Background: an optimization exercise with open tools, aiming at small area, a short achievable clock period and few clock cycles. Do not read the settings as production practice.
The RTL was checked by simulation tests, not by an equivalence proof against the original design.
Power is estimated from default activity; no workload was simulated.

==> design.v <==
module gorilla_enc (
    input  wire        clk,
    input  wire        rst,
    input  wire        in_valid,
    output wire        in_ready,
    input  wire [1:0]  in_op,
    input  wire [31:0] in_ts,
    input  wire [63:0] in_val,
    output wire        out_valid,
    input  wire        out_ready,
    output wire [63:0] out_data,
    output wire        out_last,
    output wire [3:0]  out_nbytes
);
    localparam OP_INIT   = 2'd0;
    localparam OP_PUSH   = 2'd1;
    localparam OP_FINISH = 2'd2;
    localparam B_IDLE  = 2'd0;
    localparam B_FRESH = 2'd1;
    localparam B_MANY  = 2'd2;
    localparam B_DONE  = 2'd3;
    localparam K_NONE   = 2'd0;
    localparam K_INIT   = 2'd1;
    localparam K_PUSH   = 2'd2;
    localparam K_FINISH = 2'd3;
    wire stall;
    assign in_ready = !stall;
    reg        iv;
    reg [1:0]  iop;
    reg [31:0] its;
    reg [63:0] ival;
    always @(posedge clk) begin
        if (rst)
            iv <= 1'b0;
        else if (!stall)
            iv <= in_valid;
        if (!stall) begin
            iop  <= in_op;
            its  <= in_ts;
            ival <= in_val;
        end
    end
    reg [1:0]  bstate;
    reg [31:0] tprev;       
    reg [31:0] tpred;       
    reg [63:0] vprev;       
    reg        win_valid;
    reg [4:0]  win_l;
    reg [5:0]  win_t;
    reg [6:0]  win_len;     
    wire first   = (bstate == B_FRESH);
    wire is_open = (bstate == B_FRESH) || (bstate == B_MANY);
    wire go1     = iv && !stall;
    wire do_init = go1 && (iop == OP_INIT);
    wire do_push = go1 && (iop == OP_PUSH) && is_open;
    wire do_fin  = go1 && (iop == OP_FINISH) && is_open;
    wire [31:0] dod  = its - tpred;
    wire [13:0] td14 = its[13:0] - tprev[13:0];
    wire [31:0] tpred_nx = {its[30:0], 1'b0} - tprev;
    wire dz   = (dod == 32'd0);
    wire d_c1 = (dod[31:7]  == 25'd0 && (!dod[6]  || dod[5:0]  == 6'd0)) ||
                (&dod[31:6]  && dod[5:0]  != 6'd0);
    wire d_c2 = (dod[31:9]  == 23'd0 && (!dod[8]  || dod[7:0]  == 8'd0)) ||
                (&dod[31:8]  && dod[7:0]  != 8'd0);
    wire d_c3 = (dod[31:12] == 20'd0 && (!dod[11] || dod[10:0] == 11'd0)) ||
                (&dod[31:11] && dod[10:0] != 11'd0);
    reg [35:0] ts_rec;      
    reg [5:0]  ts_len;
    always @(*) begin
        if (first) begin
            ts_rec = {td14, 22'd0};
            ts_len = 6'd14;
        end else if (dz) begin
            ts_rec = 36'd0;
            ts_len = 6'd1;
        end else if (d_c1) begin
            ts_rec = {2'b10, dod[6:0], 27'd0};
            ts_len = 6'd9;
        end else if (d_c2) begin
            ts_rec = {3'b110, dod[8:0], 24'd0};
            ts_len = 6'd12;
        end else if (d_c3) begin
            ts_rec = {4'b1110, dod[11:0], 20'd0};
            ts_len = 6'd16;
        end else begin
            ts_rec = {4'b1111, dod};
            ts_len = 6'd36;
        end
    end
    wire [63:0] vx = ival ^ vprev;
    wire [63:0] vx_rev;
    genvar gi;
    generate
        for (gi = 0; gi < 64; gi = gi + 1) begin : g_rev
            assign vx_rev[gi] = vx[63 - gi];
        end
    endgenerate
    function [6:0] clz64;
        input [63:0] v;
        reg   [31:0] a;
        reg   [15:0] b;
        reg   [7:0]  c;
        reg   [3:0]  d;
        reg   [1:0]  e;
        reg          z32, z16, z8, z4, z2, z1;
        begin
            z32 = (v[63:32] == 32'd0);
            a   = z32 ? v[31:0] : v[63:32];
            z16 = (a[31:16] == 16'd0);
            b   = z16 ? a[15:0] : a[31:16];
            z8  = (b[15:8] == 8'd0);
            c   = z8 ? b[7:0] : b[15:8];
            z4  = (c[7:4] == 4'd0);
            d   = z4 ? c[3:0] : c[7:4];
            z2  = (d[3:2] == 2'd0);
            e   = z2 ? d[1:0] : d[3:2];
            z1  = !e[1];
            clz64 = (v == 64'd0) ? 7'd64 : {1'b0, z32, z16, z8, z4, z2, z1};
        end
    endfunction
    wire [6:0] lz = clz64(vx);
    wire [6:0] tz = clz64(vx_rev);
    wire       vz = (vx == 64'd0);
    wire       reuse  = win_valid && (lz >= {2'b00, win_l}) && (tz >= {1'b0, win_t});
    wire [4:0] lz_c   = (lz > 7'd31) ? 5'd31 : lz[4:0];
    wire [6:0] sig    = 7'd64 - {2'b00, lz_c} - tz;
    reg [12:0] pf_rec;      
    reg [3:0]  pf_len;
    reg [6:0]  pl_len;      
    reg [4:0]  l_use;       
    always @(*) begin
        if (first) begin
            pf_rec = 13'd0;
            pf_len = 4'd0;
            pl_len = 7'd64;
            l_use  = 5'd0;
        end else if (vz) begin
            pf_rec = 13'd0;
            pf_len = 4'd1;
            pl_len = 7'd0;
            l_use  = 5'd0;
        end else if (reuse) begin
            pf_rec = {2'b10, 11'd0};
            pf_len = 4'd2;
            pl_len = win_len;
            l_use  = win_l;
        end else begin
            pf_rec = {2'b11, lz_c, sig[5:0]};
            pf_len = 4'd13;
            pl_len = sig;
            l_use  = lz_c;
        end
    end
    reg [48:0] pf_at;       
    always @(*) begin
        case (ts_len)
            6'd1:    pf_at = {1'd0,  pf_rec, 35'd0};
            6'd9:    pf_at = {9'd0,  pf_rec, 27'd0};
            6'd12:   pf_at = {12'd0, pf_rec, 24'd0};
            6'd16:   pf_at = {16'd0, pf_rec, 20'd0};
            6'd36:   pf_at = {36'd0, pf_rec};
            default: pf_at = 49'd0;
        endcase
    end
    wire [48:0] hdr_push = {ts_rec, 13'd0} | pf_at;
    wire [5:0]  hl_push  = ts_len + {2'b00, pf_len};
    wire [6:0]  len_push = {1'b0, hl_push} + pl_len;
    wire [5:0]  rd_push  = hl_push - {1'b0, l_use};
    wire [5:0]  rm_push  = 6'd0 - {1'b0, l_use};
    always @(posedge clk) begin
        if (rst) begin
            bstate <= B_IDLE;
        end else begin
            if (do_init) begin
                bstate    <= B_FRESH;
                tprev     <= its;
                vprev     <= 64'd0;
                win_valid <= 1'b0;
            end
            if (do_push) begin
                bstate <= B_MANY;
                tprev  <= its;
                tpred  <= tpred_nx;
                vprev  <= ival;
                if (!first && !vz && !reuse) begin
                    win_valid <= 1'b1;
                    win_l     <= lz_c;
                    win_t     <= tz[5:0];
                    win_len   <= sig;
                end
            end
            if (do_fin)
                bstate <= B_DONE;
        end
    end
    reg [1:0]  k2;
    reg [48:0] hdr2;
    reg [63:0] x2;
    reg [5:0]  hl2;         
    reg [6:0]  len2;        
    reg [6:0]  pl2;         
    reg [5:0]  rd2;         
    reg [5:0]  rm2;         
    always @(posedge clk) begin
        if (rst)
            k2 <= K_NONE;
        else if (!stall)
            k2 <= do_init ? K_INIT : do_push ? K_PUSH : do_fin ? K_FINISH : K_NONE;
        if (!stall) begin
            hdr2 <= (iop == OP_INIT)   ? {its, 17'd0} :
                    (iop == OP_FINISH) ? {4'hF, 32'hFFFFFFFF, 13'd0} : hdr_push;
            x2   <= vx;
            hl2  <= hl_push;
            len2 <= len_push;
            pl2  <= pl_len;
            rd2  <= rd_push;
            rm2  <= rm_push;
        end
    end
    reg [63:0] acc;         
    reg [5:0]  cnt;
    reg        ph;          
    reg        ov, sv;      
    reg [63:0] o_data, s_data;
    reg        o_last, s_last;
    reg [3:0]  o_nb, s_nb;
    wire k_push = (k2 == K_PUSH);
    wire k_fin  = (k2 == K_FINISH);
    wire k_init = (k2 == K_INIT);
    wire [7:0] span   = {2'b00, cnt} + {1'b0, len2};
    wire       split  = k_push && !ph && span[7];
    wire [6:0] fsum   = {1'b0, cnt} + 7'd44;           
    wire [6:0] fpad   = {fsum[6:3], 3'b000};
    wire       fmore  = fsum[6] && (fsum[5:3] != 3'd0);  
    assign stall = sv || split || (k_fin && !ph && fmore);
    wire hdr_en = !ph && (k_push || k_fin);
    wire pay_en = k_push && (ph || !split);
    wire [6:0] len_e = !k_push ? 7'd0 : ph ? pl2 : split ? {1'b0, hl2} : len2;
    wire [6:0] psum  = {1'b0, cnt} + len_e;
    wire [6:0] q     = {1'b0, cnt} + (ph ? 7'd0 : {1'b0, hl2});
    wire [5:0] ramt  = cnt + (ph ? rm2 : rd2);
    function [63:0] rotr64;
        input [63:0] v;
        input [5:0]  r;
        reg   [63:0] t;
        begin
            t = v;
            if (r[0]) t = {t[0],    t[63:1]};
            if (r[1]) t = {t[1:0],  t[63:2]};
            if (r[2]) t = {t[3:0],  t[63:4]};
            if (r[3]) t = {t[7:0],  t[63:8]};
            if (r[4]) t = {t[15:0], t[63:16]};
            if (r[5]) t = {t[31:0], t[63:32]};
            rotr64 = t;
        end
    endfunction
    wire [63:0] hdr64 = {hdr2, 15'd0};
    wire [63:0] h_rot = hdr_en ? rotr64(hdr64, cnt) : 64'd0;
    wire [63:0] p_rot = pay_en ? rotr64(x2, ramt) : 64'd0;
    wire [63:0] m_h, m_p;
    generate
        for (gi = 0; gi < 64; gi = gi + 1) begin : g_mask
            assign m_h[gi] = ({1'b0, cnt} <= 7'd63 - gi);
            assign m_p[gi] = !q[6] && (q[5:0] <= 6'd63 - gi);
        end
    endgenerate
    wire [63:0] acc_f = acc | (h_rot & m_h) | (p_rot & m_p);
    wire [63:0] acc_r = (h_rot & ~m_h) | (p_rot & ~m_p);
    wire       w_push = !sv && ((k_push && psum[6]) || k_fin);
    wire       w_last = k_fin && (ph || !fmore);
    wire [3:0] w_nb   = ph ? {1'b0, cnt[5:3]} : fpad[6:3];
    always @(posedge clk) begin
        if (rst) begin
            ph <= 1'b0;
        end else if (!sv) begin
            if (k_init) begin
                acc <= {hdr2[48:17], 32'd0};
                cnt <= 6'd32;
                ph  <= 1'b0;
            end else if (k_push) begin
                acc <= psum[6] ? acc_r : acc_f;
                cnt <= psum[5:0];
                ph  <= split;
            end else if (k_fin) begin
                if (!ph && fmore) begin
                    acc <= acc_r;
                    cnt <= fpad[5:0];
                    ph  <= 1'b1;
                end else begin
                    ph  <= 1'b0;
                end
            end
        end
    end
    wire take = ov && out_ready;
    always @(posedge clk) begin
        if (rst) begin
            ov <= 1'b0;
            sv <= 1'b0;
        end else begin
            if (ov && !take) begin
                if (w_push) begin
                    sv     <= 1'b1;
                    s_data <= acc_f;
                    s_last <= w_last;
                    s_nb   <= w_nb;
                end
            end else if (sv) begin
                ov     <= 1'b1;
                sv     <= 1'b0;
                o_data <= s_data;
                o_last <= s_last;
                o_nb   <= s_nb;
            end else begin
                ov     <= w_push;
                o_data <= acc_f;
                o_last <= w_last;
                o_nb   <= w_nb;
            end
        end
    end
    assign out_valid  = ov;
    assign out_data   = o_data;
    assign out_last   = o_last;
    assign out_nbytes = o_nb;
endmodule
==> run.sh <==
#!/bin/bash
# synth_recipe.tcl (not shown) runs the flow's synth.tcl, then flattens the netlist and writes it again
# the make line also repeats each setting of config.mk as NAME=value (left out here)
make -C /OpenROAD-flow-scripts/flow DESIGN_CONFIG=/design/flow/config.mk WORK_HOME=/design/flow/orfs CLKGATE_MAP_FILE= SYNTH_SCRIPT=/design/flow/synth_recipe.tcl finish
==> config.mk <==
export PLATFORM = sky130hd
export DESIGN_NAME = gorilla_enc
export DESIGN_NICKNAME = gorilla_enc
export VERILOG_FILES = /design/flow/design.v
export SDC_FILE = /design/flow/constraint.sdc
export NUM_CORES = 4
export LEC_CHECK = 0
export CAP_MARGIN = 20
export CORE_MARGIN = 2
export CORE_UTILIZATION = 25
export SLEW_MARGIN = 20
==> constraint.sdc <==
create_clock -name core_clock -period 15.0 [get_ports {clk}]
set_input_delay 3.0000 -clock core_clock [delete_from_list [all_inputs] [get_ports {clk}]]
set_output_delay 3.0000 -clock core_clock [all_outputs]
set_load 0.01 [all_outputs]
==> summary.txt <==
Run status
  • Status: finished clean

Routing
  • Final wirelength: 160,000 um
  • Detailed Routing Iterations Pass 1: 8
  • Routed Antenna Nets: 0
  • DRC Markers: 0
  • Drt via density: approximately 5.3
  • Drt wl/cell: around 25 um
  • Iter 0 DRT Violations: between 4,000 and 5,000
  • Via Count: ~34,000

Cells and area
  • Post-layout util: 0.292
  • Fin nets: 4,466
  • Filler cell count: ~17,000
  • Post-Layout Cell Count: ~6,500
  • Share of layout cells above drive strength 1: 0.126
  • Area Overhead vs Synth: 15.9%

Logic synthesis
  • Part of the Yosys area used for sequential elements: 0.430
  • Most instantiated cells after synthesis: 598 x edfxtp_1, 441 x nor2_1, 362 x nand2_1, 282 x o21ai_0, 278 x a21oi_1
  • Share of the synthesized area in the top cell type: 0.426
  • Ys flop type: edfxtp_1
  • Top post-synthesis cells by area: edfxtp_1 43%, mux4_2 6.9%, ha_1 4.2%, nor2_1 3.9%, mux2i_1 3.9%
  • Synthesized area: about 0.042 mm^2
  • Synth Instances: 4,135
  • Netlist cell types: about 110
  • Synth async-reset ratio: 0
  • Most frequent cell after synthesis: edfxtp_1
  • Synthesized Nets: ~4,400
  • EDFF count, synth: between 500 and 600
  • Area leader, netlist: edfxtp_1
  • Ys Warns: 1
  • Synth Register Bits: between 600 and 700
  • Post-Syn Area per Cell: about 10 um^2

Run
  • Maximum Capacitance Violations: 0

GRT
  • Initial antenna violation count: 5
  • Gr usage total: 0.181
  • Grt ovf: 0
  • First-pass GRT wire length: approximately 230,000 um
  • Largest net degree at the start of global routing: between 100 and 150
  • Number of global-route vias before repair: between 30,000 and 40,000

CTS
  • Root buf cell: clkbuf_16
  • Worst-path clk slew: 0.06 ns
  • CTS Hold Bufs: 0
  • Setup Buffers After CTS: 0
  • Post-CTS Resized: 0
  • Num CTS Buffers: 74
  • Max clock buf depth: 3
  • Sink Count: ~610
  • H-Tree Depth: 3
  • CTS tree: built
  • Worst skew pair latency: around 0.7 ns

Floorplanning
  • Die X: ~410 um
  • I/O Pins: 173
  • Die height: 415 um
  • Initial Utilization: 0.252
  • Die ar.: between 0.15 and 0.2 mm^2
  • Rows: 150
  • Core ar.: ~0.17 mm^2

Placement
  • Placer Congestion: 0.997
  • Placed Cells: roughly 6,300
  • HPWL after DPL: 122,000 um
  • IO Port Bufs: approximately 170

STA
  • Unrepaired setup endpoints after global routing: false
  • Min Tclk post-route: 9.92 ns
  • Tcrit/Tclk final: 0.661
  • Final Max Slew Viols: 0
  • Clock skew: 0.0551 ns
  • Setup_tns: 0 ns
  • Final setup violation count: 0
  • Final hold violations: 0
  • Maximum clock rate: roughly 100 MHz
  • Worst-Margin Slew: roughly 1.1 ns
  • Max_slew headroom: 0.241

Power and ir drop
  • Logic gate share of total power: 0.296
  • Int Pwr: approximately 0.0036 W
  • Overall Power: 0.00548 W
  • Leak pwr: between 15 and 20 nW
  • Clock share of power: 0.336
  • Sequential share of power: 0.369
  • Pwr/cell area: approximately 110 mW/mm^2
  • Peak supply drop: ~81 uV
  • Switching pwr: about 0.0019 W
  • Switch share: 0.339

Worst setup path
  • Critical Path Sink Type: register
  • Top cell by count, worst path: a21o_1
  • Critical Path Fanout Max: 21
  • Worst setup SP type: register
  • Slowest cell on the critical path: nor4_1
  • Worst Path Required: around 15 ns
  • Critical path's largest stage delay: about 0.98 ns
  • Crit path arrival time: ~10 ns
  • Critical path class: reg2reg

Min path
  • Hold/Removal Path Class: reg2reg
-- worst max-delay path, delay by kind of cell (launching register included) --
kind | cells | cell delay, ns
AOI/OAI and AO/OA | 16 | 3.42
xor gates and xnor gates | 3 | 0.62
adders and majority gates | 3 | 0.97
buffers and inverters | 3 | 1.04
DFF | 1 | 0.40
and+or+nand+nor | 9 | 3.19
-- cell type report --
cell class              count  area (um^2)  share of cell area
diodes                      1         2.50           0.0000512
inverters                 215          807              0.0165
flip-flops and latches    606        18100               0.371
well taps                2204         2760              0.0564
clock buffers              85         1890              0.0387
clock inverters            49          554              0.0113
multi-input cells        3064        22400               0.459
repair buffers            251         2330              0.0477
-- path summary, 6_finish.rpt --
check                                             from                      to  slack (ns)  depth (start not counted)
worst max-delay path                ival[29]$_DFFE_PP_       len2[6]$_DFFE_PP_        5.08                         34
worst min-delay path            bstate[0]$_SDFFE_PP0P_  bstate[0]$_SDFFE_PP0P_        0.48                          2
worst max register to register      ival[29]$_DFFE_PP_       len2[6]$_DFFE_PP_        5.08                         34
worst min register to register  bstate[0]$_SDFFE_PP0P_  bstate[0]$_SDFFE_PP0P_        0.48                          2
-- flip-flops by register name (all words and copies together) (netlist names), 49 cells and up --
register and cells:
acc 64, hdr2 49, ival 64, o_data 64, s_data 64, vprev 64
x2 64
-- power by group through the flow --
stage	Clock [W]	Sequential, W	Combinational [W]
2_1_floorplan	0	0.00201	0.00113
3_3_place_gp	0	0.00205	0.00157
3_5_place_dp	0	0.00205	0.00159
4_1_cts	0.00189	0.00202	0.00159
5_1_grt	0.00195	0.00203	0.00175
6_report	0.00184	0.00202	0.00162
-- kinds of logic (layout without fill, tap and decap cells) --
logic type / count (synthesis) / in the layout / share of synthesized area
flip-flops: 606 / 606 / 0.430
AND/OR/NAND/NOR: 1227 / 1227 / 0.136
AO/OA/AOI/OAI: 1093 / 1093 / 0.168
adder cells (fa/ha/maj): 152 / 152 / 0.0467
XOR/XNOR: 169 / 169 / 0.0353
multiplexers: 423 / 423 / 0.143
other: 0 / 1 / 0
buffers and inverters: 465 / 600 / 0.0425
-- per-stage QoR --
stage / hold WS, ns / area, um^2 / setup WS [ns]
after floorplan: 0.438 / 42200 / 1.71
after global placement: 0.448 / 46400 / 5.21
after detailed placement: 0.470 / 46400 / 5.17
after CTS: 0.477 / 48900 / 5.14
after global routing: 0.502 / 48900 / 4.41
final: 0.475 / 48900 / 5.08
-- cell usage in the layout, fill, tap and decap left out, types with 47 or more instances in the layout --
cell             instances
a211oi_1                91
a21oi_1                277
a31oi_1                 49
and2_1                  91
buf_4                   77
clkbuf_16               74
clkdlybuf4s50_1        172
edfxtp_1               598
ha_1                   141
inv_1                  206
mux2_2                 128
mux2i_1                163
mux4_2                 130
nand2_1                361
nand3_1                 48
nor2_1                 438
nor3_1                  48
o211ai_1                47
o21ai_0                282
xnor2_1                 76
xor2_1                  83
-- layer usage --
layer	routed length [um]	up-vias	track usage
met5	62	-	0
met4	6960	10	0.0719
met3	12300	280	0.0311
met2	71100	1572	0.282
met1	70100	16900	0.250
li1	-	15700	-
Testbench counts, summed over its fixed seeds: cycles 16,311.

afterwards: timing with drivers on the ports:
How much do the figures lean on ideal ports? The routed layout below was timed once more, with nothing changed but the port constraints.
Step 1: set_driving_cell puts a clkbuf_16 on clk and a buf_2 on each other input, an assumption about the parent block.
Step 2, shift: input delay + t, output delay - t, t = (earliest + latest rising clock arrival at the registers) / 2. This alone moves slack from input paths to output paths.
a / b / c = ideal / step 1 / step 2; a / b = the first two.
shift t [ns]: 0.744
slack for setup (ns): 5.079 / 5.079 / 5.079
hold WS [ns]: 0.475 / 0.475 / 0.475
worst setup path after step 2: register to register
worst register clock-pin slew, ns: 0.07 / 0.07
After both steps this run still meets setup and hold. The setup slack of this run moves by 0.000 ns with the drivers and by 0.000 ns with both steps.
